Source: an optimization exercise on an open RTL-to-GDS flow (aim: small area). Production flows keep margins and buffers that such runs may drop. Function was checked by simulation only, so behaviour that the tests miss may differ from the original. No activity file was given, so power comes from the tool's default toggle rates.

==> design/flow/design.v <==
module dnet_hdr_encoder (
    input  wire [4:0]   addr_len,     
    input  wire [127:0] addr_chars,   
    output wire [3:0]   err,          
    output wire [2:0]   mt,           
    output wire [15:0]  addr
);
    wire [7:0] c0 = addr_chars[7:0];
    wire v_v = (c0 == 8'h56);
    wire v_x = (c0 == 8'h58);
    wire v_y = (c0 == 8'h59);
    wire v_c = (c0 == 8'h43);
    assign mt = {v_c, v_x | v_y, v_v | v_y};
    wire mt_hit = v_v | v_x | v_y | v_c;
    wire [16:0] len_is;
    wire [16:0] len_ge;
    genvar g;
    generate
        for (g = 0; g <= 16; g = g + 1) begin : gl
            assign len_is[g] = (addr_len == g);
            assign len_ge[g] = (addr_len >= g);
        end
    endgenerate
    wire [15:1] bad_k, ovf_k;
    generate
        for (g = 1; g < 16; g = g + 1) begin : gk
            wire [7:0] ch = addr_chars[8*g +: 8];
            assign bad_k[g] = len_ge[g+1] & (ch[7:3] != 5'b00110);
            if (g + 7 <= 16) begin : go
                assign ovf_k[g] = (len_ge[g+7] & (ch[2:0] != 3'd0)) |
                                  (len_is[g+6] & (ch[2:1] != 2'd0));
            end else if (g + 6 <= 16) begin : go1
                assign ovf_k[g] = len_is[g+6] & (ch[2:1] != 2'd0);
            end else begin : go0
                assign ovf_k[g] = 1'b0;
            end
        end
    endgenerate
    wire bad = |bad_k;
    wire ovf = |ovf_k;
    generate
        for (g = 0; g < 16; g = g + 1) begin : ga
            localparam integer E = g / 3;
            localparam integer B = g % 3;
            wire [15:1] t;
            genvar k;
            for (k = 1; k < 16; k = k + 1) begin : gt
                if (k + 1 + E <= 16) begin : gv
                    assign t[k] = len_is[k+1+E] & addr_chars[8*k+B];
                end else begin : gz
                    assign t[k] = 1'b0;
                end
            end
            assign addr[g] = |t;
        end
    endgenerate
    assign err = (!len_ge[1] || !mt_hit) ? 4'd3 :
                 (len_is[1] || bad || ovf) ? 4'd4 : 4'd0;
endmodule
module dnet_master (
    input  wire        clk,
    input  wire        rst,
    input  wire [3:0]  cfg_client_id,
    input  wire        cfg_strict,
    input  wire        cfg_csum_span,
    input  wire [7:0]  reg_idx,
    input  wire [15:0] reg_wdata,
    input  wire        reg_wr,
    input  wire        reg_rd,
    output wire [15:0] reg_rdata,
    output wire        tx_valid,
    output reg  [7:0]  tx_byte,
    input  wire        tx_ready,
    input  wire        rx_valid,
    input  wire [7:0]  rx_byte,
    output wire        rx_ready,
    input  wire        rx_timeout,
    output wire        done
);
    reg  [3:0]   client_id;
    reg          strict;
    reg          csum_span;
    reg  [7:0]   csum;
    reg  [15:0]  size;
    reg  [4:0]   addr_len;
    reg  [7:0]   addr_chars [0:15];
    reg  [15:0]  pl_ptr;
    reg  [3:0]   phase;
    reg          opk;
    reg  [4:0]   idx;
    reg          cmd_seen;
    reg  [3:0]   err;
    reg          hosterr;
    reg  [2:0]   h_mt;        
    reg          h_op;
    reg  [15:0]  h_addr;
    reg  [15:0]  h_size;
    reg          hdr_valid;
    reg  [7:0]   echo [0:2];
    reg  [7:0]   payload [0:31];
    reg  [15:0]  pl_len;
    reg  [7:0]   resp_stx;
    reg  [7:0]   resp_etx;
    reg  [7:0]   resp_ck;
    reg  [7:0]   rcsum;
    reg          stx_ok;
    reg          etx_ok;
    reg          csum_ok;
    wire p_idle  = (phase == 4'd0);
    wire p_enqtx = (phase == 4'd1);
    wire p_enqrx = (phase == 4'd2);
    wire p_hdrtx = (phase == 4'd3);
    wire p_ackrx = (phase == 4'd4);
    wire p_resp  = (phase == 4'd5);
    wire p_acktx = (phase == 4'd6);
    wire p_eotrx = (phase == 4'd7);
    wire p_eottx = (phase == 4'd8);
    wire busy    = !p_idle && (!phase[3] || phase[2:0] == 3'd0);
    assign tx_valid = p_enqtx | p_hdrtx | p_acktx | p_eottx;
    assign rx_ready = p_enqrx | p_ackrx | p_resp | p_eotrx;
    assign done     = cmd_seen & !busy;
    wire tx_fire = tx_valid & tx_ready;
    wire rx_fire = rx_ready & rx_valid;
    wire rx_tmo  = rx_ready & !rx_valid & rx_timeout;
    wire [3:0]  enc_err;
    wire [2:0]  enc_mt;
    wire [15:0] enc_addr;
    dnet_hdr_encoder u_enc (
        .addr_len   (addr_len),
        .addr_chars ({addr_chars[15], addr_chars[14], addr_chars[13], addr_chars[12],
                      addr_chars[11], addr_chars[10], addr_chars[9],  addr_chars[8],
                      addr_chars[7],  addr_chars[6],  addr_chars[5],  addr_chars[4],
                      addr_chars[3],  addr_chars[2],  addr_chars[1],  addr_chars[0]}),
        .err        (enc_err),
        .mt         (enc_mt),
        .addr       (enc_addr)
    );
    wire enc_ok = (enc_err == 4'd0);
    wire [3:0] code  = reg_wdata[3:0];
    wire cmd_ok = (code != 4'd0) && (code <= 4'd6) && (reg_wdata[7:4] == 4'd0) &&
                  ((code == 4'd2) || (reg_wdata[15:8] == 8'd0));
    wire wr_ok   = reg_wr & !busy;
    wire i_cmd   = (reg_idx == 8'h00);
    wire i_size  = (reg_idx == 8'h04);
    wire i_alen  = (reg_idx == 8'h05);
    wire i_ptr   = (reg_idx == 8'h06);
    wire i_chr   = (reg_idx[7:4] == 4'h1);
    wire hi_zero = (reg_wdata[15:8] == 8'd0);
    wire alen_ok = (reg_wdata[15:5] == 11'd0) && (!reg_wdata[4] || reg_wdata[3:0] == 4'd0);
    wire legal   = (i_cmd & cmd_ok) | i_size | i_ptr | (i_alen & alen_ok) | (i_chr & hi_zero);
    wire acc     = wr_ok & i_cmd & cmd_ok;
    wire c_csum  = acc & (code[3:2] == 2'b00) & !(code[1] & code[0]);  
    wire c_hdr   = acc & (code == 4'd3 || code == 4'd4);
    wire c_link  = acc & code[2] & (code[1] ^ code[0]);           
    wire c_read  = acc & (code == 4'd6);
    wire herr_set = reg_wr & (busy | !legal);
    wire echo_ok = (echo[0] == 8'h4E) && (echo[1] == {4'h2, client_id}) && (rx_byte == 8'h06);
    wire enq_last = rx_fire & p_enqrx & idx[1];
    wire enq_build = enq_last & echo_ok & opk & enc_ok;
    wire resp_b0  = rx_fire & p_resp & (idx[1:0] == 2'd0);
    wire resp_b1  = rx_fire & p_resp & (idx[1:0] == 2'd1);
    wire resp_b2  = rx_fire & p_resp & (idx[1:0] == 2'd2);
    wire pl_more  = (pl_len != size);
    wire resp_dat = resp_b1 & pl_more;
    wire resp_etx_b = resp_b1 & !pl_more;
    wire frame_ok = (resp_stx == 8'h02) && (resp_etx == 8'h03) && (rcsum == rx_byte);
    wire [7:0] rxd = busy ? rx_byte : 8'h00;              
    reg       ph_en;
    reg [3:0] ph_d;
    reg       er_en;
    reg [3:0] er_d;
    always @* begin
        ph_en = 1'b0;
        ph_d  = 4'd0;
        er_en = 1'b0;
        er_d  = 4'd0;
        if (c_link) begin
            ph_en = 1'b1; ph_d = 4'd1;
        end
        if (acc) begin
            er_en = 1'b1;
            er_d  = (c_hdr && !enc_ok) ? enc_err : 4'd0;
        end
        if (tx_fire) begin
            if (p_enqtx && idx[1]) begin ph_en = 1'b1; ph_d = 4'd2; end
            if (p_hdrtx && idx[4]) begin ph_en = 1'b1; ph_d = 4'd4; end
            if (p_acktx)           begin ph_en = 1'b1; ph_d = 4'd7; end
            if (p_eottx)           begin ph_en = 1'b1; ph_d = 4'd10; end
        end
        if (rx_fire) begin
            if (p_enqrx && idx[1]) begin
                ph_en = 1'b1;
                if (!echo_ok)      begin ph_d = 4'd0; er_en = 1'b1; er_d = 4'd1; end
                else if (!opk)     ph_d = 4'd9;
                else if (!enc_ok)  begin ph_d = 4'd0; er_en = 1'b1; er_d = enc_err; end
                else               ph_d = 4'd3;
            end
            if (p_ackrx) begin
                ph_en = 1'b1;
                if (rx_byte == 8'h06) ph_d = 4'd5;
                else begin ph_d = 4'd0; er_en = 1'b1; er_d = 4'd7; end
            end
            if (p_resp && idx[1]) begin
                ph_en = 1'b1;
                if (strict && !frame_ok) begin ph_d = 4'd0; er_en = 1'b1; er_d = 4'd9; end
                else ph_d = 4'd6;
            end
            if (p_eotrx) begin
                ph_en = 1'b1;
                if (rx_byte == 8'h04) ph_d = 4'd8;
                else begin ph_d = 4'd0; er_en = 1'b1; er_d = 4'd8; end
            end
        end else if (rx_tmo) begin
            ph_en = 1'b1; ph_d = 4'd0;
            er_en = 1'b1; er_d = p_resp ? 4'd6 : 4'd2;
        end
    end
    wire idx_adv = (tx_fire & (p_enqtx | p_hdrtx)) | (rx_fire & p_enqrx) | resp_b0 | resp_etx_b;
    always @(posedge clk) begin
        if (rst) begin
            client_id <= cfg_client_id;
            strict    <= cfg_strict;
            csum_span <= cfg_csum_span;
        end
    end
    always @(posedge clk) begin
        if (rst | ph_en) phase <= rst ? 4'd0 : ph_d;
        if (rst | ph_en | idx_adv) idx <= (rst | ph_en) ? 5'd0 : idx + 5'd1;
        if (rst | er_en) err <= rst ? 4'd0 : er_d;
        if (rst | acc) cmd_seen <= !rst;
        if (rst | acc | herr_set) hosterr <= !rst & !acc;
        if (rst | c_link) opk <= !rst & code[1];
        if (rst | c_csum) csum <= rst ? 8'd0 : ({8{code[1]}} & (csum ^ reg_wdata[15:8]));
        if (rst | (wr_ok & i_size)) size <= rst ? 16'd0 : reg_wdata;
        if (rst | (wr_ok & i_ptr)) pl_ptr <= rst ? 16'd0 : reg_wdata;
        if (rst | (wr_ok & i_alen & alen_ok)) addr_len <= rst ? 5'd0 : reg_wdata[4:0];
        if (rst | (c_hdr & enc_ok) | enq_build) begin
            h_mt   <= rst ? 3'd0 : enc_mt;
            h_op   <= rst ? 1'b0 : (!busy & code[2]);
            h_addr <= rst ? 16'd0 : enc_addr;
            h_size <= rst ? 16'd0 : size;
        end
        if (rst | c_hdr | c_read | enq_build) hdr_valid <= !rst & enc_ok & !c_read;
        if (rst | c_read | resp_dat) pl_len <= rst ? 16'd0 : (busy ? pl_len + 16'd1 : 16'd0);
        if (rst | c_read | resp_b0) resp_stx <= rst ? 8'd0 : rxd;
        if (rst | c_read | resp_etx_b) resp_etx <= rst ? 8'd0 : rxd;
        if (rst | c_read | resp_b2) resp_ck <= rst ? 8'd0 : rxd;
        if (rst | c_read | resp_dat | (resp_etx_b & csum_span))
            rcsum <= rst ? 8'd0 : (busy ? rcsum ^ rx_byte : 8'd0);
        if (rst | c_read | resp_b2) begin
            stx_ok  <= !rst & busy & (resp_stx == 8'h02);
            etx_ok  <= !rst & busy & (resp_etx == 8'h03);
            csum_ok <= !rst & busy & (rcsum == rx_byte);
        end
    end
    genvar gk;
    generate
        for (gk = 0; gk < 16; gk = gk + 1) begin : g_chr
            always @(posedge clk)
                if (rst | (wr_ok & i_chr & hi_zero & reg_idx[3:0] == gk))
                    addr_chars[gk] <= rst ? 8'd0 : reg_wdata[7:0];
        end
        for (gk = 0; gk < 3; gk = gk + 1) begin : g_echo
            always @(posedge clk)
                if (rst | c_link | (rx_fire & p_enqrx & idx[1:0] == gk))
                    echo[gk] <= rst ? 8'd0 : rxd;
        end
        for (gk = 0; gk < 32; gk = gk + 1) begin : g_pl
            always @(posedge clk)
                if (resp_dat && pl_len[15:5] == 11'd0 && pl_len[4:0] == gk)
                    payload[gk] <= rx_byte;
        end
    endgenerate
    function [7:0] hexchar;
        input [3:0] n;
        begin
            if (n < 4'd10) hexchar = {4'h3, n};
            else           hexchar = {4'h4, n - 4'd9};
        end
    endfunction
    wire hdr_built = (h_mt != 3'd0);
    wire [7:0] hdr_ck = 8'h27 ^ hexchar(client_id) ^ {4'h3, h_op, 3'b000} ^ {5'b00110, h_mt} ^
                        hexchar(h_addr[15:12]) ^ hexchar(h_addr[11:8]) ^
                        hexchar(h_addr[7:4]) ^ hexchar(h_addr[3:0]) ^
                        hexchar(h_size[15:12]) ^ hexchar(h_size[11:8]) ^
                        hexchar(h_size[7:4]) ^ hexchar(h_size[3:0]);
    function [7:0] hdr_byte;
        input [4:0] k;
        begin
            case (k)
                5'd0:  hdr_byte = 8'h01;
                5'd2:  hdr_byte = hexchar(client_id);
                5'd3:  hdr_byte = {4'h3, h_op, 3'b000};
                5'd4:  hdr_byte = {5'b00110, h_mt};
                5'd5:  hdr_byte = hexchar(h_addr[15:12]);
                5'd6:  hdr_byte = hexchar(h_addr[11:8]);
                5'd7:  hdr_byte = hexchar(h_addr[7:4]);
                5'd8:  hdr_byte = hexchar(h_addr[3:0]);
                5'd9:  hdr_byte = hexchar(h_size[15:12]);
                5'd10: hdr_byte = hexchar(h_size[11:8]);
                5'd11: hdr_byte = hexchar(h_size[7:4]);
                5'd12: hdr_byte = hexchar(h_size[3:0]);
                5'd15: hdr_byte = 8'h17;
                5'd16: hdr_byte = hdr_ck;
                default: hdr_byte = 8'h30;
            endcase
        end
    endfunction
    always @* begin
        if (phase[3])       tx_byte = 8'h04;
        else if (phase[2])  tx_byte = 8'h06;
        else if (phase[1])  tx_byte = hdr_byte(idx);
        else if (idx[1])    tx_byte = 8'h05;
        else if (idx[0])    tx_byte = {4'h2, client_id};
        else                tx_byte = 8'h4E;
    end
    wire [15:0] status = {1'b0, csum_ok, etx_ok, stx_ok, phase, err,
                          hdr_valid, hosterr, done, busy};
    wire pl_vis = (pl_ptr[15:5] == 11'd0) && (pl_ptr[4:0] < pl_len);
    wire [7:0] pl_byte = pl_vis ? payload[pl_ptr[4:0]] : 8'h00;
    reg [15:0] rd;
    always @* begin
        rd = 16'h0000;
        case (reg_idx)
            8'h01: rd = status;
            8'h02: rd = {10'd0, csum_span, strict, client_id};
            8'h03: rd = {8'd0, csum};
            8'h04: rd = size;
            8'h05: rd = {11'd0, addr_len};
            8'h06: rd = pl_ptr;
            8'h07: rd = {8'd0, pl_byte};
            8'h08: rd = pl_len;
            8'h09: rd = {8'd0, resp_stx};
            8'h0A: rd = {8'd0, resp_etx};
            8'h0B: rd = {8'd0, resp_ck};
            8'h0C: rd = {8'd0, rcsum};
            8'h0D: rd = {8'd0, echo[0]};
            8'h0E: rd = {8'd0, echo[1]};
            8'h0F: rd = {8'd0, echo[2]};
            default: begin
                if (reg_idx[7:4] == 4'h1)
                    rd = {8'd0, addr_chars[reg_idx[3:0]]};
                else if (hdr_built && (reg_idx[7:4] == 4'h2 || reg_idx == 8'h30))
                    rd = {8'd0, hdr_byte(reg_idx[4:0])};
            end
        endcase
    end
    assign reg_rdata = rd;
endmodule
==> design/flow/run.sh <==
#!/bin/bash
# synth_recipe.tcl (not shown) runs the flow's synth.tcl, then flattens the netlist and writes it again
# the make line also repeats each setting of config.mk as NAME=value (left out here)
make -C /OpenROAD-flow-scripts/flow DESIGN_CONFIG=/design/flow/config.mk WORK_HOME=/design/flow/orfs CLKGATE_MAP_FILE= SYNTH_SCRIPT=/design/flow/synth_recipe.tcl finish
==> design/flow/config.mk <==
export PLATFORM = sky130hd
export DESIGN_NAME = dnet_master
export DESIGN_NICKNAME = dnet_master
export VERILOG_FILES = /design/flow/design.v
export SDC_FILE = /design/flow/constraint.sdc
export NUM_CORES = 4
export LEC_CHECK = 0
export CAP_MARGIN = 20
export CORE_MARGIN = 2
export CORE_UTILIZATION = 40
export SLEW_MARGIN = 20
==> design/flow/constraint.sdc <==
create_clock -name core_clock -period 10.0 [get_ports {clk}]
set_input_delay 2.0000 -clock core_clock [delete_from_list [all_inputs] [get_ports {clk}]]
set_output_delay 2.0000 -clock core_clock [all_outputs]
set_load 0.01 [all_outputs]
==> results of run 1 <==
==> cell usage after synthesis, drive strengths merged (27+ instances only) <==
cell / number / area share, %
nand3: 52 / 0.95
nand4: 29 / 0.67
a22oi: 185 / 5.0
edfxtp: 563 / 61
and2: 43 / 0.97
a221oi: 57 / 1.8
inv: 51 / 0.69
a31oi: 31 / 0.70
nor2b: 59 / 1.3
a22o: 58 / 1.8
nor2: 198 / 2.7
xnor2: 66 / 2.1
clkbuf: 93 / 1.4
o21ai: 60 / 1.1
nor4: 33 / 0.84
xor2: 35 / 1.1
buf: 31 / 0.56
a21oi: 92 / 1.7
ha: 27 / 1.2
nor3: 63 / 1.2
nand2: 168 / 2.3
==> cells in the final DEF, fill, tap and decap left out, drive strengths merged, types with 21 or more instances in the layout <==
cell and n:
nand3 52, xnor2 66, a22o 58, nor2 198, ha 27, buf 76
a221oi 57, nor2b 59, and3 21, nor3 63, a21oi 92, xor2 35
o21ai 60, inv 55, a31oi 31, and2 43, a22oi 185, nand4 29
nand2 168, clkbuf 68, edfxtp 563, nor4 33, clkinv 29, clkdlybuf4s50 68
==> layout make-up <==
| class | instances | area, um^2 |
|---|---|---|
| fillers | 6272 | 37040 |
| flip-flops and latches | 563 | 16910 |
| multi-input cells | 1560 | 10320 |
| clock buffers | 68 | 1531 |
| repair buffers | 144 | 1269 |
| well taps | 931 | 1165 |
| clock inverters | 39 | 395.4 |
| inverters | 53 | 198.9 |
| diodes | 1 | 2.502 |
==> kinds of logic (layout without fill, tap and decap cells) <==
kind of cell,count (synthesis),count (layout),synth area share (%)
other,1,2,0.01345
AO/OA/AOI/OAI,636,636,16.81
flip-flops,563,563,60.65
buffers and inverters,177,304,2.671
multiplexers,16,16,0.6105
AND/OR/NAND/NOR,776,776,14.62
adder cells (fa/ha/maj),27,27,1.212
XOR/XNOR,104,104,3.416
==> flip-flops by register name, indices dropped and copies added (netlist names), 3 cells and up <==
name	flops
client_id	4
addr_chars	128
err	4
resp_etx	8
echo	24
csum	8
idx	5
resp_ck	8
payload	256
phase	4
h_size	16
h_mt	3
resp_stx	8
rcsum	8
size	16
addr_len	5
h_addr	16
pl_len	16
pl_ptr	16
==> where the power goes <==
group          internal, mW  total [mW]  switching [mW]
Sequential             2.74        2.93           0.186
Clock                  1.21        2.20           0.992
Combinational         0.288       0.856           0.568
Total                  4.24        5.99            1.75
==> layer usage <==
metal	vias to the layer above	part of all wire [%]
li1	9270	-
met1	11300	43
met2	1640	42
met3	186	13
met4	0	2.7
met5	-	0
==> critical path, stage by stage <==
cell,delay (ns)
clkdlybuf4s50_1,0.79
nor2b_1,0.72
nand3_1,0.47
nor2_1,0.21
buf_4,0.24
a221o_1,0.18
a221oi_1,0.05
nand4_1,0.16
a21oi_1,0.10
nor3_1,0.55
clkdlybuf4s50_1,0.66
==> worst max path at each step <==
stage | depth (start not counted) | from | to
CTS | 11 | reg_idx[4] | reg_rdata[5]
floorplan | 8 | reg_idx[0] | h_addr[0]
global route | 10 | reg_idx[2] | reg_rdata[1]
finish | 11 | reg_idx[2] | reg_rdata[1]
global placement | 10 | reg_idx[2] | reg_rdata[1]
detailed placement | 10 | reg_idx[2] | reg_rdata[1]
==> results.py, run 1 <==
metrics = {
    "timing": {
        "slew_violations": 0,
        "max-slew-margin-rel_pct": 20.98,
        "rsz0062_at_grt": "false",
        "fmax_mhz": 122.6,
        "whs_ns": 0.6826,
        "fin_worst_skew_ns": 0.1209,
        "fin_tns_setup_ns": 0,
        "period_share_pct": 81.56,
        "fin_ws_ns": 1.844,
        "setup_viol": 0,
        "period_needed_ns": 8.156,
        "hold_viol_final": 0,
        "worst_slew_pin_slew_ns": 1.181,
    },
    "floorplanning": {
        "dieArea_um2": 71810,
        "ios": 72,
        "core_um2": 68830,
        "start_util_pct": 40.50,
        "die_w_um": 268.0,
        "rows": 96,
        "die_h_um": 268.0,
    },
    "synth": {
        "avgSynthCellArea_um2": 12.12,
        "synthDistinctLibCells": 98,
        "synth_cells": 2300,
        "async_flop_share_pct": 0,
        "synth_edf_count": 563,
        "synthesis.area_um2": 27870,
        "ys_warn_count": 4,
        "ys_seq_elements": 563,
        "synthFlopType": "edfxtp_1",
        "yosysSeqAreaShare_pct": 60.65,
    },
    "clock_tree": {
        "hold_buffers": 0,
        "cts_buffer_depth": 3,
        "cts_root_buf": "clkbuf_16",
        "cts_max_level": 2,
        "cts.repair.resized": 0,
        "path_clk_slew_ns": 0.07,
        "clkLatencyLatePin_ns": 0.71,
        "post_cts_buffers": 0,
        "cts_sinks": 563,
        "numCtsBuffers": 60,
        "cts_tree": "done",
    },
    "place": {
        "portBuffers": 69,
        "place_inst": 3250,
        "dp_hpwl_mm": 80.23,
        "place.gp.congestion": 0.9834,
        "place_area_um2": 29800,
        "dp_slack_ns": 1.946,
    },
    "worst_hold_path": {
        "holdCritStartpoint": "size[0]",
        "whs_endpoint": "h_size[0]",
        "worstHoldPathType": "reg -> reg",
        "hold_depth": 1,
    },
    "detailed_routing": {
        "totalWireLength_mm": 111.3,
        "firstDrtPassIters": 7,
        "drc_errors": 0,
        "ant_nets": 0,
        "detail_route.vias_per_cell": 6.666,
        "wl_per_cell_um": 33.12,
        "vias": 22390,
        "drt_iter0_drc": 3872,
    },
    "grt": {
        "grt_overflow_total": 0,
        "grt_use_met2_pct": 43.78,
        "grt_usage_pct": 30.59,
        "grt_pass1_wl_mm": 156.1,
        "grt_max_degree": 51,
        "busiest_layer": "met1",
        "first_global_vias": 20690,
        "grt_use_met3_pct": 7.175,
        "grt.met1_usage_pct": 46.32,
        "antenna_found_initial": 0,
    },
    "critical_path": {
        "worst-path-max-fanout": 13,
        "startpoint_type": "primary input",
        "rr_startpoint": "phase[2]",
        "worst-r2r-cell-count": 7,
        "crit_arrival_ns": 6.16,
        "endpoint_kind": "primary output",
        "required_ns": 8.00,
        "reg2reg_to": "payload[1][6]",
        "reg2reg_setup_slack_ns": 5.70,
        "path_class": "in -> out",
    },
    "power": {
        "leakage_nw": 10.33,
        "peakVddDrop_mv": 0.1787,
        "p_per_area_nw_per_um2": 188.4,
        "p_total_mw": 5.989,
    },
    "finish": {
        "fin_util_pct": 46.18,
        "finalInstanceArea_um2": 31780,
        "drive_gt1_share_pct": 10.09,
        "fin_nets": 2454,
        "finalNonFillerCells": 3359,
        "areaGrowthSynthToFinish_pct": 14.03,
    },
    "outcome": {
        "outcome": "timing/DRC/antenna clean",
    },
    "run": {
        "maxCapViolCount": 0,
    },
}
==> run 2: changes to the inputs <==
--- a/design/flow/design.v
+++ b/design/flow/design.v
@@ -38,22 +38,18 @@
     endgenerate
     wire bad = |bad_k;
     wire ovf = |ovf_k;
+    wire [3:0] sh = 4'd0 - addr_len[3:0];
+    wire [44:0] d0;
     generate
-        for (g = 0; g < 16; g = g + 1) begin : ga
-            localparam integer E = g / 3;
-            localparam integer B = g % 3;
-            wire [15:1] t;
-            genvar k;
-            for (k = 1; k < 16; k = k + 1) begin : gt
-                if (k + 1 + E <= 16) begin : gv
-                    assign t[k] = len_is[k+1+E] & addr_chars[8*k+B];
-                end else begin : gz
-                    assign t[k] = 1'b0;
-                end
-            end
-            assign addr[g] = |t;
+        for (g = 1; g < 16; g = g + 1) begin : gd
+            assign d0[3*(15-g) +: 3] = addr_chars[8*g +: 3];
         end
     endgenerate
+    wire [38:0] d1 = sh[3] ? d0[44:24] : d0[38:0];
+    wire [26:0] d2 = sh[2] ? d1[38:12] : d1[26:0];
+    wire [20:0] d3 = sh[1] ? d2[26:6]  : d2[20:0];
+    wire [15:0] d4 = sh[0] ? d3[18:3]  : d3[15:0];
+    assign addr = d4;
     assign err = (!len_ge[1] || !mt_hit) ? 4'd3 :
                  (len_is[1] || bad || ovf) ? 4'd4 : 4'd0;
 endmodule
@@ -103,8 +99,7 @@
     reg  [7:0]   resp_etx;
     reg  [7:0]   resp_ck;
     reg  [7:0]   rcsum;
-    reg          stx_ok;
-    reg          etx_ok;
+    reg          chk_done;    
     reg          csum_ok;
     wire p_idle  = (phase == 4'd0);
     wire p_enqtx = (phase == 4'd1);
@@ -234,12 +229,7 @@
         if (rst | (wr_ok & i_size)) size <= rst ? 16'd0 : reg_wdata;
         if (rst | (wr_ok & i_ptr)) pl_ptr <= rst ? 16'd0 : reg_wdata;
         if (rst | (wr_ok & i_alen & alen_ok)) addr_len <= rst ? 5'd0 : reg_wdata[4:0];
-        if (rst | (c_hdr & enc_ok) | enq_build) begin
-            h_mt   <= rst ? 3'd0 : enc_mt;
-            h_op   <= rst ? 1'b0 : (!busy & code[2]);
-            h_addr <= rst ? 16'd0 : enc_addr;
-            h_size <= rst ? 16'd0 : size;
-        end
+        if (rst | (c_hdr & enc_ok) | enq_build) h_mt <= rst ? 3'd0 : enc_mt;
         if (rst | c_hdr | c_read | enq_build) hdr_valid <= !rst & enc_ok & !c_read;
         if (rst | c_read | resp_dat) pl_len <= rst ? 16'd0 : (busy ? pl_len + 16'd1 : 16'd0);
         if (rst | c_read | resp_b0) resp_stx <= rst ? 8'd0 : rxd;
@@ -248,11 +238,17 @@
         if (rst | c_read | resp_dat | (resp_etx_b & csum_span))
             rcsum <= rst ? 8'd0 : (busy ? rcsum ^ rx_byte : 8'd0);
         if (rst | c_read | resp_b2) begin
-            stx_ok  <= !rst & busy & (resp_stx == 8'h02);
-            etx_ok  <= !rst & busy & (resp_etx == 8'h03);
+            chk_done <= !rst & busy;
             csum_ok <= !rst & busy & (rcsum == rx_byte);
         end
     end
+    always @(posedge clk) begin
+        if ((c_hdr & enc_ok) | enq_build) begin
+            h_op   <= !busy & code[2];
+            h_addr <= enc_addr;
+            h_size <= size;
+        end
+    end
     genvar gk;
     generate
         for (gk = 0; gk < 16; gk = gk + 1) begin : g_chr
@@ -279,71 +275,94 @@
         end
     endfunction
     wire hdr_built = (h_mt != 3'd0);
-    wire [7:0] hdr_ck = 8'h27 ^ hexchar(client_id) ^ {4'h3, h_op, 3'b000} ^ {5'b00110, h_mt} ^
-                        hexchar(h_addr[15:12]) ^ hexchar(h_addr[11:8]) ^
-                        hexchar(h_addr[7:4]) ^ hexchar(h_addr[3:0]) ^
-                        hexchar(h_size[15:12]) ^ hexchar(h_size[11:8]) ^
-                        hexchar(h_size[7:4]) ^ hexchar(h_size[3:0]);
+    wire [35:0] ck_nb = {client_id, h_addr, h_size};
+    reg  [3:0]  ck_x;
+    reg         ck_p, ck_q1, ck_q12;
+    integer     ci;
+    always @* begin
+        ck_x = 4'd0; ck_p = 1'b0; ck_q1 = 1'b0; ck_q12 = 1'b0;
+        for (ci = 0; ci < 9; ci = ci + 1) begin
+            ck_x   = ck_x ^ ck_nb[4*ci +: 4];
+            ck_p   = ck_p ^ (ck_nb[4*ci+3] & (ck_nb[4*ci+2] | ck_nb[4*ci+1]));
+            ck_q1  = ck_q1 ^ (ck_nb[4*ci+3] & (ck_nb[4*ci+2] | ck_nb[4*ci+1]) & !ck_nb[4*ci]);
+            ck_q12 = ck_q12 ^ (ck_nb[4*ci +: 4] == 4'd12);
+        end
+    end
+    wire [7:0] hdr_ck = {1'b0, ck_p, ck_p, !ck_p, ck_x[3] ^ ck_p ^ h_op, !(ck_x[2] ^ ck_q12 ^ h_mt[2]),
+                         !(ck_x[1] ^ ck_q1 ^ h_mt[1]), !(ck_x[0] ^ ck_p ^ h_mt[0])};
     function [7:0] hdr_byte;
-        input [4:0] k;
+        input [4:0]  k;
+        input [3:0]  client_id;
+        input        h_op;
+        input [2:0]  h_mt;
+        input [15:0] h_addr;
+        input [15:0] h_size;
+        input [7:0]  hdr_ck;
+        reg   [3:0]  nib;
         begin
-            case (k)
-                5'd0:  hdr_byte = 8'h01;
-                5'd2:  hdr_byte = hexchar(client_id);
-                5'd3:  hdr_byte = {4'h3, h_op, 3'b000};
-                5'd4:  hdr_byte = {5'b00110, h_mt};
-                5'd5:  hdr_byte = hexchar(h_addr[15:12]);
-                5'd6:  hdr_byte = hexchar(h_addr[11:8]);
-                5'd7:  hdr_byte = hexchar(h_addr[7:4]);
-                5'd8:  hdr_byte = hexchar(h_addr[3:0]);
-                5'd9:  hdr_byte = hexchar(h_size[15:12]);
-                5'd10: hdr_byte = hexchar(h_size[11:8]);
-                5'd11: hdr_byte = hexchar(h_size[7:4]);
-                5'd12: hdr_byte = hexchar(h_size[3:0]);
-                5'd15: hdr_byte = 8'h17;
-                5'd16: hdr_byte = hdr_ck;
-                default: hdr_byte = 8'h30;
+            case (k[3:0])
+                4'd2:    nib = client_id;
+                4'd5:    nib = h_addr[15:12];
+                4'd6:    nib = h_addr[11:8];
+                4'd7:    nib = h_addr[7:4];
+                4'd8:    nib = h_addr[3:0];
+                4'd9:    nib = h_size[15:12];
+                4'd10:   nib = h_size[11:8];
+                4'd11:   nib = h_size[7:4];
+                default: nib = h_size[3:0];
             endcase
+            if (k[4]) hdr_byte = hdr_ck;
+            else begin
+                case (k[3:0])
+                    4'd0:    hdr_byte = 8'h01;
+                    4'd1, 4'd13, 4'd14: hdr_byte = 8'h30;
+                    4'd3:    hdr_byte = {4'h3, h_op, 3'b000};
+                    4'd4:    hdr_byte = {5'b00110, h_mt};
+                    4'd15:   hdr_byte = 8'h17;
+                    default: hdr_byte = hexchar(nib);
+                endcase
+            end
         end
     endfunction
     always @* begin
         if (phase[3])       tx_byte = 8'h04;
         else if (phase[2])  tx_byte = 8'h06;
-        else if (phase[1])  tx_byte = hdr_byte(idx);
+        else if (phase[1])  tx_byte = hdr_byte(idx, client_id, h_op, h_mt, h_addr, h_size, hdr_ck);
         else if (idx[1])    tx_byte = 8'h05;
         else if (idx[0])    tx_byte = {4'h2, client_id};
         else                tx_byte = 8'h4E;
     end
+    wire stx_ok = chk_done & (resp_stx == 8'h02);
+    wire etx_ok = chk_done & (resp_etx == 8'h03);
     wire [15:0] status = {1'b0, csum_ok, etx_ok, stx_ok, phase, err,
                           hdr_valid, hosterr, done, busy};
     wire pl_vis = (pl_ptr[15:5] == 11'd0) && (pl_ptr[4:0] < pl_len);
     wire [7:0] pl_byte = pl_vis ? payload[pl_ptr[4:0]] : 8'h00;
-    reg [15:0] rd;
+    reg [15:0] m0;
     always @* begin
-        rd = 16'h0000;
-        case (reg_idx)
-            8'h01: rd = status;
-            8'h02: rd = {10'd0, csum_span, strict, client_id};
-            8'h03: rd = {8'd0, csum};
-            8'h04: rd = size;
-            8'h05: rd = {11'd0, addr_len};
-            8'h06: rd = pl_ptr;
-            8'h07: rd = {8'd0, pl_byte};
-            8'h08: rd = pl_len;
-            8'h09: rd = {8'd0, resp_stx};
-            8'h0A: rd = {8'd0, resp_etx};
-            8'h0B: rd = {8'd0, resp_ck};
-            8'h0C: rd = {8'd0, rcsum};
-            8'h0D: rd = {8'd0, echo[0]};
-            8'h0E: rd = {8'd0, echo[1]};
-            8'h0F: rd = {8'd0, echo[2]};
-            default: begin
-                if (reg_idx[7:4] == 4'h1)
-                    rd = {8'd0, addr_chars[reg_idx[3:0]]};
-                else if (hdr_built && (reg_idx[7:4] == 4'h2 || reg_idx == 8'h30))
-                    rd = {8'd0, hdr_byte(reg_idx[4:0])};
-            end
+        case (reg_idx[3:0])
+            4'h1: m0 = status;
+            4'h2: m0 = {10'd0, csum_span, strict, client_id};
+            4'h3: m0 = {8'd0, csum};
+            4'h4: m0 = size;
+            4'h5: m0 = {11'd0, addr_len};
+            4'h6: m0 = pl_ptr;
+            4'h7: m0 = {8'd0, pl_byte};
+            4'h8: m0 = pl_len;
+            4'h9: m0 = {8'd0, resp_stx};
+            4'hA: m0 = {8'd0, resp_etx};
+            4'hB: m0 = {8'd0, resp_ck};
+            4'hC: m0 = {8'd0, rcsum};
+            4'hD: m0 = {8'd0, echo[0]};
+            4'hE: m0 = {8'd0, echo[1]};
+            4'hF: m0 = {8'd0, echo[2]};
+            default: m0 = 16'd0;
         endcase
     end
-    assign reg_rdata = rd;
+    wire g0 = (reg_idx[7:4] == 4'h0);
+    wire g1 = (reg_idx[7:4] == 4'h1);
+    wire g2 = hdr_built & ((reg_idx[7:4] == 4'h2) | (reg_idx == 8'h30));
+    assign reg_rdata = g0 ? m0 :
+                       {8'd0, g1 ? addr_chars[reg_idx[3:0]] :
+                              g2 ? hdr_byte(reg_idx[4:0], client_id, h_op, h_mt, h_addr, h_size, hdr_ck) : 8'd0};
 endmodule
==> design/flow/flow/run.sh (new file) <==
#!/bin/bash
# Layout flow: the standard flow (standard.sh: the standard synthesis,
# floorplan, power grid and tap cells, placement, routing), with these
# changes to the cells added after synthesis:
#  * Yosys/ABC buffers are removed at floorplan (as timing-driven global
#    placement would do, which is off here);
#  * the port buffers are sky130_fd_sc_hd__buf_1;
#  * the clock tree uses clkbuf_8 buffers in clusters of up to 16 sinks and
#    no dummy loads.
# Each tool writes its full log under orfs/logs; standard.sh's own output
# goes to standard.log in this folder.
set -euo pipefail
export REMOVE_ABC_BUFFERS=1
export BUFFER_PORTS_ARGS="-buffer_cell sky130_fd_sc_hd__buf_1"
export CTS_ARGS="-sink_clustering_enable -repair_clock_nets -dont_use_dummy_load -buf_list sky130_fd_sc_hd__clkbuf_8 -sink_clustering_size 16 -sink_clustering_max_diameter 60"
bash standard.sh > standard.log 2>&1
==> design/flow/standard.sh (new file) <==
#!/bin/bash
# synth_recipe.tcl (not shown) runs the flow's synth.tcl, then flattens the netlist and writes it again
# the make line also repeats each setting of config.mk as NAME=value (left out here)
make -C /OpenROAD-flow-scripts/flow DESIGN_CONFIG=/design/flow/config.mk WORK_HOME=/design/flow/orfs CLKGATE_MAP_FILE= SYNTH_SCRIPT=/design/flow/synth_recipe.tcl "${@:-finish}"
--- a/design/flow/config.mk
+++ b/design/flow/config.mk
@@ -7,5 +7,6 @@
 export LEC_CHECK = 0
 export CAP_MARGIN = 20
 export CORE_MARGIN = 2
-export CORE_UTILIZATION = 40
+export CORE_UTILIZATION = 50
+export GPL_TIMING_DRIVEN = 0
 export SLEW_MARGIN = 20
removed: design/flow/run.sh
==> run 2 against run 1 <==
  * Still clean on timing, DRC and antenna
  * Critical path type unchanged
  * Combinational power is 11% lower
  * Fmax stayed put
  * Synthesized cell count is 8.0% lower
==> results.py, run 2 <==
metrics = {
    "grt": {
        "grt_use_met3_pct": 12.73,
        "grt_usage_pct": 34.47,
        "grt_max_degree": 37,
        "grt_use_met2_pct": 45.11,
        "grt_pass1_wl_mm": 136.6,
        "grt.met1_usage_pct": 52.91,
        "grt_overflow_total": 0,
        "antenna_found_initial": 5,
        "busiest_layer": "met1",
        "first_global_vias": 18600,
    },
    "detailed_routing": {
        "ant_nets": 0,
        "vias": 20300,
        "drc_errors": 0,
        "totalWireLength_mm": 97.39,
        "detail_route.vias_per_cell": 7.084,
        "wl_per_cell_um": 33.98,
        "firstDrtPassIters": 6,
        "drt_iter0_drc": 3568,
    },
    "synth": {
        "synth_common_cells": "562 x edfxtp_1, 193 x a22oi_1, 186 x nor2_1, 173 x nand2_1, 77 x xnor2_1",
        "synthFlopType": "edfxtp_1",
        "async_flop_share_pct": 0,
        "synth_top_cell_by_area": "edfxtp_1",
        "synth_edf_count": 562,
        "synth_cells": 2117,
        "ys_seq_elements": 562,
        "avgSynthCellArea_um2": 12.60,
        "yosysMostFrequentCell": "edfxtp_1",
        "synth.area.top_cells": "edfxtp_1 63%, a22oi_1 5.4%, nor2_1 2.6%, xnor2_1 2.5%, nand2_1 2.4%",
        "ys_warn_count": 4,
        "synthDistinctLibCells": 82,
        "synthesis.area_um2": 26670,
        "synth_top_area_share_pct": 63.27,
        "yosysSeqAreaShare_pct": 63.27,
    },
    "timing": {
        "setup_viol": 0,
        "fin_worst_skew_ns": 0.1262,
        "rsz0062_at_grt": "false",
        "period_needed_ns": 8.156,
        "max-slew-margin-rel_pct": 20.03,
        "period_share_pct": 81.56,
        "hold_viol_final": 0,
        "slew_violations": 0,
        "worst_slew_pin_slew_ns": 1.195,
        "fmax_mhz": 122.6,
    },
    "floorplanning": {
        "ios": 72,
        "die_h_um": 235.0,
        "start_util_pct": 50.66,
        "rows": 84,
        "core_um2": 52660,
        "die_w_um": 235.0,
        "dieArea_um2": 55210,
    },
    "clock_tree": {
        "cts_root_buf": "clkbuf_8",
        "numCtsBuffers": 48,
        "path_clk_slew_ns": 0.10,
        "cts_tree": "done",
        "cts.repair.resized": 0,
        "cts_max_level": 2,
        "cts_buffer_depth": 3,
        "clkLatencyLatePin_ns": 0.71,
        "cts_sinks": 562,
        "hold_buffers": 0,
        "post_cts_buffers": 0,
    },
    "outcome": {
        "outcome": "timing/DRC/antenna clean",
    },
    "power": {
        "internal-power_mw": 3.415,
        "netSwitchingPower_mw": 1.423,
        "seqPwrFrac_pct": 59.8,
        "clock_power_share_pct": 24.5,
        "leakage_nw": 9.269,
        "share_comb_of_total_power_pct": 15.7,
        "switching_share_pct": 29.42,
        "p_total_mw": 4.838,
        "peakVddDrop_mv": 0.1167,
        "p_per_area_nw_per_um2": 168.3,
    },
    "critical_path": {
        "required_ns": 8.00,
        "worst-path-max-fanout": 31,
        "endpoint_kind": "primary output",
        "path_class": "in -> out",
        "crit_arrival_ns": 6.16,
        "startpoint_type": "primary input",
    },
    "place": {
        "place_area_um2": 28030,
        "dp_hpwl_mm": 70.46,
        "portBuffers": 69,
        "place.gp.congestion": 0.9708,
    },
    "finish": {
        "fin_nets": 2244,
        "areaGrowthSynthToFinish_pct": 7.801,
        "largest_reg_flops": 256,
        "layout_commonest_cell": "edfxtp_1",
        "final_cell_mix": "562 x edfxtp_1, 193 x a22oi_1, 173 x nand2_1",
        "finalInstanceArea_um2": 28750,
        "regMostFlops": "payload",
        "top_regs": "payload (256), addr_chars (128), echo (24)",
        "drive_gt1_share_pct": 7.728,
    },
    "worst_hold_path": {
        "worstHoldPathType": "reg -> reg",
    },
    "run": {
        "maxCapViolCount": 0,
    },
}
==> run 2: kinds of logic after synthesis <==
family / count (synthesis) / share of synthesized area (%)
xor gates and xnor gates: 116 / 3.861
adders and majority gates: 23 / 1.079
and+or+nand+nor: 697 / 13.20
AOI/OAI and AO/OA: 522 / 13.81
other: 1 / 0.01406
DFF: 562 / 63.27
buffers and inverters: 133 / 1.989
muxes: 63 / 2.772
==> run 2: path summary, 6_finish.rpt <==
path / endpoint / from / depth (start not counted) / slack [ns]
worst max-delay path: reg_rdata[1] / reg_idx[0] / 9 / 1.84
worst min register to register: rcsum[0] / rcsum[0] / 2 / 0.66
worst min-delay path: rcsum[0] / rcsum[0] / 2 / 0.66
worst max register to register: h_mt[2] / addr_len[0] / 10 / 5.86
==> run 2: per-layer routing <==
metal | up-vias | wire length [um] | share of wire [%]
li1 | 8364 | - | -
met1 | 10150 | 40750 | 42
met2 | 1586 | 38270 | 39
met3 | 199 | 15310 | 16
met4 | 2 | 3052 | 3.1
met5 | - | 10 | 0.010
==> run 2: final cells by class <==
| cell class | count | area [um^2] |
|---|---|---|
| timing repair buffer | 100 | 734.5 |
| tap | 688 | 860.8 |
| multi-input combinational | 1422 | 9454 |
| clock buffer | 48 | 660.6 |
| fill | 4451 | 23900 |
| sequential | 562 | 16880 |
| antenna | 4 | 10.01 |
| inverter | 42 | 157.7 |
==> run 2: per-stage QoR <==
step / hold slack (ns) / cells / setup TNS (ns) / utilization [%] / worst slack (ns)
after global routing: 0.6972 / 2862 / 0 / 54.59 / 2.020
after floorplan: 0.4708 / 2026 / 0 / - / 3.310
after detailed placement: 0.6216 / 2811 / 0 / 53.24 / 2.063
after global placement: 0.6199 / 2783 / -4.296 / 52.07 / -1.019
after CTS: 0.6702 / 2859 / 0 / 54.49 / 2.055
final: 0.6626 / 2866 / 0 / 54.61 / 1.844
==> run 2: power groups by stage <==
stage | logic (mW) | clock network, mW | registers [mW]
floorplan | 0.474 | 0 | 2.85
global placement | 0.711 | 0 | 2.93
detailed placement | 0.736 | 0 | 2.93
CTS | 0.740 | 1.18 | 2.88
global route | 0.819 | 1.27 | 2.90
finish | 0.759 | 1.18 | 2.89
==> run 2: worst max-delay path: stages <==
cell,delay [ns]
buf_2,0.35
buf_12,0.26
nand2_1,0.31
nor2_2,0.85
nand4_1,0.40
a21oi_1,0.90
a31oi_1,0.36
o221ai_1,0.46
buf_1,0.20
==> run 3: changes to the inputs <==
--- a/design/flow/config.mk
+++ b/design/flow/config.mk
@@ -5,8 +5,8 @@
 export SDC_FILE = /design/flow/constraint.sdc
 export NUM_CORES = 4
 export LEC_CHECK = 0
-export CAP_MARGIN = 20
+export CAP_MARGIN = 0
 export CORE_MARGIN = 2
 export CORE_UTILIZATION = 50
 export GPL_TIMING_DRIVEN = 0
-export SLEW_MARGIN = 20
+export SLEW_MARGIN = 0
==> run 3 against run 2 <==
  * Fmax shrank 1.6%
  * Sequential cell count is the same
  * Cell area down 0.85%
  * Hold slack better by 0.0025 ns
  * Final cell count down 0.38%
  * Global-route usage about the same
  * Critical path type unchanged
==> results.py, run 3 <==
metrics = {
    "grt": {
        "grt_overflow_total": 0,
        "first_global_vias": 18770,
        "grt_max_degree": 43,
        "antenna_found_initial": 7,
        "grt_pass1_wl_mm": 136.7,
        "grt_usage_pct": 34.46,
    },
    "power": {
        "leakage_nw": 9.196,
        "peakVddDrop_mv": 0.1141,
        "p_per_area_nw_per_um2": 168.8,
    },
    "critical_path": {
        "rr_startpoint": "addr_len[0]",
        "reg2reg_to": "h_mt[1]",
        "reg2reg_setup_slack_ns": 5.48,
        "crit_family": "compound AO/OA/AOI/OAI gates",
        "required_ns": 8.00,
        "cp-endpoint": "reg_rdata[1]",
        "endpoint_kind": "primary output",
        "worst-r2r-cell-count": 9,
        "path_class": "in -> out",
        "crit_arrival_ns": 6.29,
        "crit_buf_inv": 3,
        "cp_num_cells": 9,
        "startpoint_type": "primary input",
        "worst-path-max-fanout": 34,
        "cp_cell_sequence": "buf_2, nand2_1, nor2_1, buf_6, nand4_1, a21oi_1, a31oi_1, o221ai_1, buf_1",
        "cp_slowest_cell": "a21oi_1",
        "max_stage_delay_ns": 0.93,
        "setup.worst_path.start": "reg_idx[1]",
    },
    "detailed_routing": {
        "vias": 20130,
        "firstDrtPassIters": 9,
        "detail_route.vias_per_cell": 7.049,
        "drt_iter0_drc": 3691,
        "drc_errors": 0,
        "totalWireLength_mm": 97.09,
        "ant_nets": 0,
        "wl_per_cell_um": 34.01,
    },
    "synth": {
        "synthesis.area_um2": 26670,
        "synth_top_area_share_pct": 63.27,
        "synth.area.top_cells": "edfxtp_1 63%, a22oi_1 5.4%, nor2_1 2.6%, xnor2_1 2.5%, nand2_1 2.4%",
        "synth_top_cell_by_area": "edfxtp_1",
        "ys_warn_count": 4,
        "synthDistinctLibCells": 82,
        "synth_edf_count": 562,
        "async_flop_share_pct": 0,
        "synth_common_cells": "562 x edfxtp_1, 193 x a22oi_1, 186 x nor2_1, 173 x nand2_1, 77 x xnor2_1",
        "synth_cells": 2117,
        "yosysSeqAreaShare_pct": 63.27,
        "avgSynthCellArea_um2": 12.60,
        "ys_seq_elements": 562,
        "yosysMostFrequentCell": "edfxtp_1",
        "synthFlopType": "edfxtp_1",
    },
    "clock_tree": {
        "cts_max_level": 2,
        "hold_buffers": 0,
        "path_clk_slew_ns": 0.09,
        "post_cts_buffers": 0,
        "cts.repair.resized": 0,
        "clkLatencyLatePin_ns": 0.70,
        "cts_tree": "done",
        "cts_buffer_depth": 3,
        "cts_root_buf": "clkbuf_8",
        "numCtsBuffers": 46,
        "cts_sinks": 562,
    },
    "floorplanning": {
        "die_h_um": 235.0,
        "die_w_um": 235.0,
        "ios": 72,
        "dieArea_um2": 55210,
        "start_util_pct": 50.66,
        "rows": 84,
        "core_um2": 52660,
    },
    "outcome": {
        "outcome": "timing/DRC/antenna clean",
    },
    "finish": {
        "multi_input_area_um2": 9369,
        "register_area_um2": 16880,
        "top_regs": "payload (256), addr_chars (128), echo (24)",
        "regMostFlops": "payload",
        "drive_gt1_share_pct": 6.325,
        "fillerInstances": 4465,
        "areaGrowthSynthToFinish_pct": 6.886,
        "largest_reg_flops": 256,
        "final_cell_mix": "562 x edfxtp_1, 193 x a22oi_1, 176 x nor2_1",
        "fin_nets": 2236,
        "layout_commonest_cell": "edfxtp_1",
    },
    "worst_hold_path": {
        "worstHoldPathType": "reg -> reg",
        "hold_depth": 2,
    },
    "timing": {
        "period_share_pct": 82.85,
        "setup_viol": 0,
        "slew_violations": 0,
        "max-slew-margin-rel_pct": 11.28,
        "hold_viol_final": 0,
        "worst_slew_pin_slew_ns": 1.326,
        "fmax_mhz": 120.7,
        "fin_worst_skew_ns": 0.1279,
        "rsz0062_at_grt": "false",
        "period_needed_ns": 8.285,
        "whs_ns": 0.6650,
        "fin_tns_setup_ns": 0,
    },
    "place": {
        "portBuffers": 69,
        "place.gp.congestion": 0.9708,
        "dp_hpwl_mm": 70.22,
    },
    "run": {
        "maxCapViolCount": 0,
    },
}
==> run 3: cell counts after synthesis <==
Identical to the previous run, type by type.
==> run 3: kinds of logic (layout without fill, tap and decap cells) <==
family	Yosys count	count (layout)	synth area share (%)
flops	562	562	63.27
buf+inv	133	182	1.989
mux	63	63	2.772
compound gates	522	522	13.81
fa+ha+maj	23	23	1.079
simple gates	697	697	13.20
other cells	1	2	0.01406
xor+xnor	116	116	3.861
==> run 3: how the worst min path moves through the flow <==
stage               startpoint         to
detailed placement     size[2]  h_size[2]
global placement       csum[6]    csum[6]
CTS                   rcsum[0]   rcsum[0]
finish                rcsum[0]   rcsum[0]
global route          rcsum[0]   rcsum[0]
floorplan              size[5]  h_size[5]
==> run 3: area by class of cell <==
| type | instances | area share, % |
|---|---|---|
| tap | 688 | 3.019 |
| timing repair buffer | 94 | 2.142 |
| sequential | 562 | 59.19 |
| clock buffer | 46 | 2.221 |
| multi-input combinational | 1422 | 32.86 |
| antenna | 1 | 0.008777 |
| inverter | 42 | 0.5530 |
==> run 3: worst min-delay path: cells and delay by family (launching register included) <==
kind / cells / cell delay [ns]
xor gates and xnor gates: 1 / 0.09
and+or+nand+nor: 1 / 0.08
DFF: 1 / 0.38
==> run 3: per-layer routing <==
| layer | part of all wire (%) | GRT usage (%) | vias to the layer above |
|---|---|---|---|
| met5 | 0.012 | 0 | - |
| met4 | 2.7 | 9.436 | 2 |
| met1 | 42 | 53.30 | 10090 |
| met3 | 15 | 11.55 | 181 |
| met2 | 40 | 45.86 | 1519 |
| li1 | - | - | 8335 |
==> run 3: power breakdown <==
part,switching [mW],internal (mW),leakage (nW)
registers,0.169,2.72,5.30
clock network,0.755,0.411,0.331
logic,0.492,0.261,3.57
==> run 3: stage by stage <==
| stage | util (%) | power, mW | setup WS [ns] | cells | cell area (um^2) |
|---|---|---|---|---|---|
| after floorplan | - | 3.321 | 3.310 | 2026 | 26300 |
| after global placement | 52.07 | 3.644 | -1.019 | 2783 | 27420 |
| after detailed placement | 52.87 | 3.663 | 1.995 | 2804 | 27840 |
| after CTS | 54.07 | 4.777 | 2.002 | 2850 | 28470 |
| after global routing | 54.14 | 4.948 | 1.767 | 2855 | 28510 |
| final | 54.14 | 4.812 | 1.715 | 2855 | 28510 |
==> run 4: changes to the inputs <==
--- a/design/flow/config.mk
+++ b/design/flow/config.mk
@@ -7,6 +7,6 @@
 export LEC_CHECK = 0
 export CAP_MARGIN = 0
 export CORE_MARGIN = 2
-export CORE_UTILIZATION = 50
+export CORE_UTILIZATION = 62
 export GPL_TIMING_DRIVEN = 0
 export SLEW_MARGIN = 0
==> run 4 against run 3 <==
  * Still clean
  * Hold slack worse by 0.0045 ns
  * Area after synthesis unchanged
  * Non-clock buffer count is 7 lower
  * Sequential cell count did not move
  * Register-to-register slack improved by 0.05 ns
  * Sequential share of layout area rose by 0.55 points
  * Critical path depth is 1 lower
  * Setup slack got worse by 0.22 ns
  * Critical endpoint unchanged
  * Largest cell class unchanged
  * Largest power group unchanged
  * Highest routed layer unchanged
==> results.py, run 4 <==
metrics = {
    "place": {
        "place.gp.congestion": 1.031,
        "place_area_um2": 27580,
        "portBuffers": 69,
        "dp_hpwl_mm": 66.76,
    },
    "timing": {
        "rsz0062_at_grt": "false",
        "fmax_mhz": 117.6,
        "period_share_pct": 85.02,
        "fin_worst_skew_ns": 0.09905,
        "slew_violations": 0,
        "worst_slew_pin_slew_ns": 1.419,
        "setup_viol": 0,
        "hold_viol_final": 0,
        "max-slew-margin-rel_pct": 5.038,
        "period_needed_ns": 8.502,
    },
    "synth": {
        "synth_top_cell_by_area": "edfxtp_1",
        "synthDistinctLibCells": 82,
        "async_flop_share_pct": 0,
        "ys_warn_count": 4,
        "synth_common_cells": "562 x edfxtp_1, 193 x a22oi_1, 186 x nor2_1, 173 x nand2_1, 77 x xnor2_1",
        "synthesis.area_um2": 26670,
        "ys_seq_elements": 562,
        "synth_top_area_share_pct": 63.27,
        "synth_edf_count": 562,
        "yosysMostFrequentCell": "edfxtp_1",
        "synth_cells": 2117,
        "avgSynthCellArea_um2": 12.60,
        "yosysSeqAreaShare_pct": 63.27,
        "synthFlopType": "edfxtp_1",
        "synth.area.top_cells": "edfxtp_1 63%, a22oi_1 5.4%, nor2_1 2.6%, xnor2_1 2.5%, nand2_1 2.4%",
    },
    "finish": {
        "drive_gt1_share_pct": 6.207,
        "register_area_um2": 16880,
        "areaGrowthSynthToFinish_pct": 5.911,
        "antennaDiodeCount": 0,
        "fillerInstances": 3070,
        "finalInstanceArea_um2": 28250,
        "final_cell_mix": "562 x edfxtp_1, 193 x a22oi_1, 173 x nand2_1, 173 x nor2_1",
        "layout_commonest_cell": "edfxtp_1",
        "multi_input_area_um2": 9382,
        "largest_reg_flops": 256,
        "regMostFlops": "payload",
        "fin_nets": 2229,
        "top_regs": "payload (256), addr_chars (128), echo (24)",
    },
    "power": {
        "share_comb_of_total_power_pct": 15.7,
        "clock_power_share_pct": 23.7,
        "peakVddDrop_mv": 0.1418,
        "leakage_nw": 9.151,
        "p_per_area_nw_per_um2": 168.9,
        "switching_share_pct": 28.87,
        "netSwitchingPower_mw": 1.378,
        "internal-power_mw": 3.394,
        "seqPwrFrac_pct": 60.6,
        "p_total_mw": 4.772,
    },
    "floorplanning": {
        "core_um2": 42230,
        "ios": 72,
        "die_w_um": 211.4,
        "dieArea_um2": 44700,
        "rows": 75,
        "start_util_pct": 63.16,
        "die_h_um": 211.4,
    },
    "critical_path": {
        "crit_buf_inv": 2,
        "path_class": "in -> out",
        "required_ns": 8.00,
        "startpoint_type": "primary input",
        "max_stage_delay_ns": 0.94,
        "crit_arrival_ns": 6.50,
        "endpoint_kind": "primary output",
        "crit_family": "simple AND/OR/NAND/NOR gates",
        "cp_slowest_cell": "a21oi_1",
        "worst-path-max-fanout": 43,
        "cp_cell_sequence": "buf_2, nand2_1, nor2_2, nand4_1, a21oi_1, a31oi_1, o221ai_1, buf_1",
    },
    "grt": {
        "first_global_vias": 18890,
        "grt_pass1_wl_mm": 130.3,
        "grt_overflow_total": 0,
        "grt_max_degree": 44,
        "grt_usage_pct": 41.44,
        "antenna_found_initial": 2,
    },
    "clock_tree": {
        "cts_buffer_depth": 3,
        "numCtsBuffers": 46,
        "cts_tree": "done",
        "post_cts_buffers": 0,
        "hold_buffers": 0,
        "path_clk_slew_ns": 0.11,
        "cts_sinks": 562,
        "cts.repair.resized": 0,
        "cts_max_level": 2,
        "cts_root_buf": "clkbuf_8",
        "clkLatencyLatePin_ns": 0.69,
    },
    "detailed_routing": {
        "drt_iter0_drc": 4833,
        "detail_route.vias_per_cell": 7.598,
        "wl_per_cell_um": 34.42,
        "totalWireLength_mm": 92.86,
        "drc_errors": 0,
        "vias": 20500,
        "firstDrtPassIters": 8,
        "ant_nets": 0,
    },
    "run": {
        "maxCapViolCount": 0,
    },
    "outcome": {
        "outcome": "timing/DRC/antenna clean",
    },
    "worst_hold_path": {
        "worstHoldPathType": "reg -> reg",
    },
}
## run 4: cell counts after synthesis
No cell type changed its count.
## run 4: worst reg2reg max path: cells and delay by family, from the launching register on
family                     cells  cell delay, ns
AOI/OAI and AO/OA              4            0.79
adders and majority gates      1            0.39
and+or+nand+nor                3            1.48
DFF                            1            0.92
buffers and inverters          1            0.58
## run 4: per-layer routing
metal  routed length, um  share of wire (%)  GRT usage, %  vias to the layer above
li1                    -                  -             -                     8329
met1               35290                 38         61.75                    10020
met2               36610                 39         54.51                     1918
met3               18090                 19         19.17                      230
met4                2861                3.1         11.12                        2
met5                  13              0.014             0                        -
## run 4: logic make-up after synthesis
logic type | Yosys count | share of synthesized area, %
simple gates | 697 | 13.20
compound gates | 522 | 13.81
xor+xnor | 116 | 3.861
mux | 63 | 2.772
buf+inv | 133 | 1.989
fa+ha+maj | 23 | 1.079
flops | 562 | 63.27
other cells | 1 | 0.01406
## run 4: power groups by stage
stage               Clock [mW]  Sequential (mW)  Combinational (mW)
global route              1.19             2.89               0.803
finish                    1.13             2.89               0.750
floorplan                    0             2.85               0.474
detailed placement           0             2.93               0.721
CTS                       1.12             2.88               0.724
global placement             0             2.93               0.697
## run 4: area by class of cell
cell class | count | share of cell area (%)
Tap cell | 539 | 2.387
Clock buffer | 46 | 2.241
Inverter | 42 | 0.5581
Timing Repair Buffer | 87 | 1.865
Sequential cell | 562 | 59.74
Multi-Input combinational cell | 1422 | 33.21
## run 4: final timing paths
kind                                  start            to  slack (ns)  cells after the start
worst max register to register  addr_len[0]       h_mt[1]        5.53                      9
worst max-delay path             reg_idx[0]  reg_rdata[1]        1.50                      8
worst min register to register      size[0]     h_size[0]        0.66                      0
worst min-delay path                size[0]     h_size[0]        0.66                      0
## run 4: per-stage QoR
| stage | util, % | setup slack [ns] | TNS, ns | instances | hold slack, ns |
|---|---|---|---|---|---|
| after global routing | 66.90 | 1.570 | 0 | 2698 | 0.6418 |
| after floorplan | - | 3.310 | 0 | 2026 | 0.4708 |
| after global placement | 64.49 | -0.8379 | -2.638 | 2634 | 0.5621 |
| after CTS | 66.82 | 1.724 | 0 | 2697 | 0.6444 |
| after detailed placement | 65.32 | 1.722 | 0 | 2651 | 0.5655 |
| final | 66.90 | 1.498 | 0 | 2698 | 0.6605 |
==> run 5: changes to the inputs <==
--- a/design/flow/flow/run.sh
+++ b/design/flow/flow/run.sh
@@ -6,11 +6,14 @@
 #    placement would do, which is off here);
 #  * the port buffers are sky130_fd_sc_hd__buf_1;
 #  * the clock tree uses clkbuf_8 buffers in clusters of up to 16 sinks and
-#    no dummy loads.
+#    no dummy loads;
+#  * after global routing, cells on paths with positive slack are sized down
+#    (ORFS's power recovery step, RECOVER_POWER).
 # Each tool writes its full log under orfs/logs; standard.sh's own output
 # goes to standard.log in this folder.
 set -euo pipefail
 export REMOVE_ABC_BUFFERS=1
+export RECOVER_POWER=100
 export BUFFER_PORTS_ARGS="-buffer_cell sky130_fd_sc_hd__buf_1"
 export CTS_ARGS="-sink_clustering_enable -repair_clock_nets -dont_use_dummy_load -buf_list sky130_fd_sc_hd__clkbuf_8 -sink_clustering_size 16 -sink_clustering_max_diameter 60"
 bash standard.sh > standard.log 2>&1
--- a/design/flow/config.mk
+++ b/design/flow/config.mk
@@ -7,6 +7,6 @@
 export LEC_CHECK = 0
 export CAP_MARGIN = 0
 export CORE_MARGIN = 2
-export CORE_UTILIZATION = 62
+export CORE_UTILIZATION = 50
 export GPL_TIMING_DRIVEN = 0
 export SLEW_MARGIN = 0
==> run 5 against run 4 <==
  * The layout now fails its checks (max-capacitance violations, max-slew violations)
  * Setup slack worse by 0.24 ns
  * Critical endpoint unchanged
  * Clock-buffer cell count unchanged
  * Synthesized cell count unchanged
  * Core utilization is 13 points lower
  * Largest power group unchanged
  * Register-to-register slack got worse by 1.5 ns
  * Clock skew up 0.031 ns
  * Via count down 2.0%
  * Power up 0.64%
  * Largest cell class unchanged
  * Highest routed layer unchanged
  * Fmax shrank 2.7%
  * Final cell count up 5.8%
  * Clock power about the same
==> results.py, run 5 <==
metrics = {
    "timing": {
        "period_share_pct": 87.41,
        "worst_slew_pin_slew_ns": 2.982,
        "fin_ws_ns": 1.259,
        "fin_worst_skew_ns": 0.1305,
        "period_needed_ns": 8.741,
        "fmax_mhz": 114.4,
        "hold_viol_final": 0,
        "max-slew-margin-rel_pct": -99.22,
        "rsz0062_at_grt": "false",
        "setup_viol": 0,
        "slew_violations": 429,
    },
    "clock_tree": {
        "cts_sinks": 562,
        "cts_max_level": 2,
        "clkLatencyLatePin_ns": 0.70,
        "path_clk_slew_ns": 0.09,
        "numCtsBuffers": 46,
        "cts_buffer_depth": 3,
        "cts_tree": "done",
        "post_cts_buffers": 0,
        "hold_buffers": 0,
        "cts_root_buf": "clkbuf_8",
        "cts.repair.resized": 0,
    },
    "detailed_routing": {
        "drt_iter0_drc": 3508,
        "firstDrtPassIters": 9,
        "totalWireLength_mm": 97.08,
        "drc_errors": 0,
        "wl_per_cell_um": 34.00,
        "ant_nets": 0,
        "vias": 20090,
        "detail_route.vias_per_cell": 7.035,
    },
    "critical_path": {
        "crit_arrival_ns": 6.74,
        "endpoint_kind": "primary output",
        "path_class": "in -> out",
        "cp_cell_sequence": "buf_2, nand2_1, nor2_1, clkbuf_1, nand4_1, a21oi_1, a31oi_1, o221ai_1, buf_1",
        "required_ns": 8.00,
        "rr_startpoint": "addr_len[0]",
        "worst-path-max-fanout": 34,
        "max_stage_delay_ns": 0.98,
        "startpoint_type": "primary input",
        "cp_slowest_cell": "a21oi_1",
        "worst-r2r-cell-count": 9,
        "reg2reg_to": "h_mt[2]",
        "reg2reg_setup_slack_ns": 4.02,
    },
    "synth": {
        "synth_cells": 2117,
        "ys_seq_elements": 562,
        "synth_edf_count": 562,
        "async_flop_share_pct": 0,
        "synth_top_area_share_pct": 63.27,
        "synthDistinctLibCells": 82,
        "yosysMostFrequentCell": "edfxtp_1",
        "synth_common_cells": "562 x edfxtp_1, 193 x a22oi_1, 186 x nor2_1, 173 x nand2_1, 77 x xnor2_1",
        "avgSynthCellArea_um2": 12.60,
        "synthFlopType": "edfxtp_1",
        "synth.area.top_cells": "edfxtp_1 63%, a22oi_1 5.4%, nor2_1 2.6%, xnor2_1 2.5%, nand2_1 2.4%",
        "ys_warn_count": 4,
        "synthesis.area_um2": 26670,
        "synth_top_cell_by_area": "edfxtp_1",
        "yosysSeqAreaShare_pct": 63.27,
    },
    "power": {
        "switching_share_pct": 29.37,
        "netSwitchingPower_mw": 1.411,
        "p_total_mw": 4.802,
        "leakage_nw": 9.084,
        "internal-power_mw": 3.392,
        "peakVddDrop_mv": 0.1143,
        "share_comb_of_total_power_pct": 15.6,
        "seqPwrFrac_pct": 60.3,
        "clock_power_share_pct": 24.2,
        "p_per_area_nw_per_um2": 169.4,
    },
    "place": {
        "place.gp.congestion": 0.9708,
        "place_inst": 2804,
        "dp_hpwl_mm": 70.22,
        "dp_slack_ns": 1.995,
        "portBuffers": 69,
    },
    "floorplanning": {
        "core_um2": 52660,
        "dieArea_um2": 55210,
        "rows": 84,
        "ios": 72,
        "die_h_um": 235.0,
        "die_w_um": 235.0,
        "start_util_pct": 50.66,
    },
    "finish": {
        "drive_gt1_share_pct": 4.986,
        "final_cell_mix": "562 x edfxtp_1, 193 x a22oi_1, 177 x nor2_1",
        "top_regs": "payload (256), addr_chars (128), echo (24)",
        "finalNonFillerCells": 2855,
        "regMostFlops": "payload",
        "areaGrowthSynthToFinish_pct": 6.305,
        "fillerInstances": 4494,
        "largest_reg_flops": 256,
        "layout_commonest_cell": "edfxtp_1",
        "fin_nets": 2236,
    },
    "worst_hold_path": {
        "holdCritStartpoint": "rcsum[0]",
        "worstHoldPathType": "reg -> reg",
        "whs_endpoint": "rcsum[0]",
        "hold_depth": 2,
    },
    "grt": {
        "grt_overflow_total": 0,
        "antenna_found_initial": 7,
        "grt_max_degree": 43,
        "grt_usage_pct": 34.46,
        "first_global_vias": 18770,
        "grt_pass1_wl_mm": 136.7,
    },
    "outcome": {
        "violations": "max-capacitance violations, max-slew violations",
        "outcome": "failed layout checks",
    },
    "run": {
        "maxCapViolCount": 14,
    },
}
==> run 5: cell counts after synthesis <==
Identical to the previous run, type by type.
==> run 5: per-layer routing <==
layer	track usage, %	vias to the layer above	routed length (um)	share of wire [%]
met4	9.436	2	2689	2.8
met3	11.55	174	15140	16
met1	53.30	10080	40540	42
li1	-	8338	-	-
met5	0	-	18	0.019
met2	45.86	1494	38700	40
==> run 5: worst max-delay path by stage <==
stage,startpoint,to,slack [ns],depth (start not counted)
3_3_place_gp,reg_idx[0],reg_rdata[6],-1.02,9
6_report,reg_idx[1],reg_rdata[1],1.26,9
2_1_floorplan,reg_idx[3],reg_rdata[1],3.31,10
3_5_place_dp,reg_idx[1],reg_rdata[1],2.00,9
4_1_cts,reg_idx[1],reg_rdata[1],2.00,9
5_1_grt,reg_idx[3],reg_rdata[1],1.12,13
==> run 5: worst max-delay path, delay by kind of cell <==
kind,cells,cell delay (ns)
compound gates,3,1.82
buf+inv,3,1.39
simple gates,3,1.47
==> run 5: cell type report <==
| type | count | area (um^2) | share of cell area (%) |
|---|---|---|---|
| Inverter | 42 | 157.7 | 0.5560 |
| Tap cell | 688 | 860.8 | 3.036 |
| Timing Repair Buffer | 94 | 515.5 | 1.818 |
| Clock buffer | 46 | 633.1 | 2.233 |
| Sequential cell | 562 | 16880 | 59.52 |
| Multi-Input combinational cell | 1422 | 9309 | 32.83 |
| Antenna cell | 1 | 2.502 | 0.008825 |
==> run 5: power by group through the flow <==
stage                     Clock (mW)  Sequential [mW]  Combinational, mW
after floorplan                    0             2.85              0.474
after global placement             0             2.93              0.711
after detailed placement           0             2.93              0.731
after CTS                       1.16             2.88              0.734
after global routing            1.24             2.90              0.804
final                           1.16             2.89              0.748
==> run 5: per-stage QoR <==
stage | instance area, um^2 | setup TNS (ns) | hold WS [ns] | utilization [%]
after global placement | 27420 | -4.296 | 0.6199 | 52.07
after detailed placement | 27840 | 0 | 0.6312 | 52.87
final | 28350 | 0 | 0.6649 | 53.85
after CTS | 28470 | 0 | 0.6634 | 54.07
after floorplan | 26300 | 0 | 0.4708 | -
after global routing | 28350 | 0 | 0.6942 | 53.85
==> run 5: cells by family (layout without fill, tap and decap cells) <==
logic type / after synthesis / in the layout / share of synthesized area [%]
compound gates: 522 / 522 / 13.81
xor+xnor: 116 / 116 / 3.861
other cells: 1 / 2 / 0.01406
simple gates: 697 / 697 / 13.20
mux: 63 / 63 / 2.772
buf+inv: 133 / 182 / 1.989
fa+ha+maj: 23 / 23 / 1.079
flops: 562 / 562 / 63.27

what the ideal ports hide:
The results above use ideal ports. As a check the final layouts listed here were re-extracted and re-timed, cells and wires unchanged.
Step 1, drivers: a clkbuf_16 drives clk and a buf_2 each remaining input, both assumed.
Step 2 adds t to the input delays and takes it off the output delays; t is the mean of the earliest and latest rising clock arrival at the registers after step 1. Input paths then give back, and output paths get back, about the clock's delay inside the block.
Slacks: ideal ports / drivers / drivers and shift; pairs: ideal ports / drivers.
run | t (ns) | setup slack, ns | hold WS [ns] | cell pins on the clock port's net
run 1 | 0.715 | 1.844 / 1.818 / 1.818 | 0.683 / 0.683 / 0.683 | 1
run 2 | 0.711 | 1.844 / 1.823 / 1.823 | 0.663 / 0.663 / 0.663 | 1
run 3 | 0.703 | 1.715 / 1.692 / 1.692 | 0.665 / 0.665 / 0.665 | 1
run 4 | 0.681 | 1.498 / 1.462 / 1.462 | 0.660 / 0.660 / 0.660 | 1
run 5 | 0.704 | 1.259 / 1.236 / 1.236 | 0.665 / 0.665 / 0.665 | 1
For run 4, which loses most, drivers alone change the setup slack by -0.036 ns; drivers and shift together by -0.036 ns.
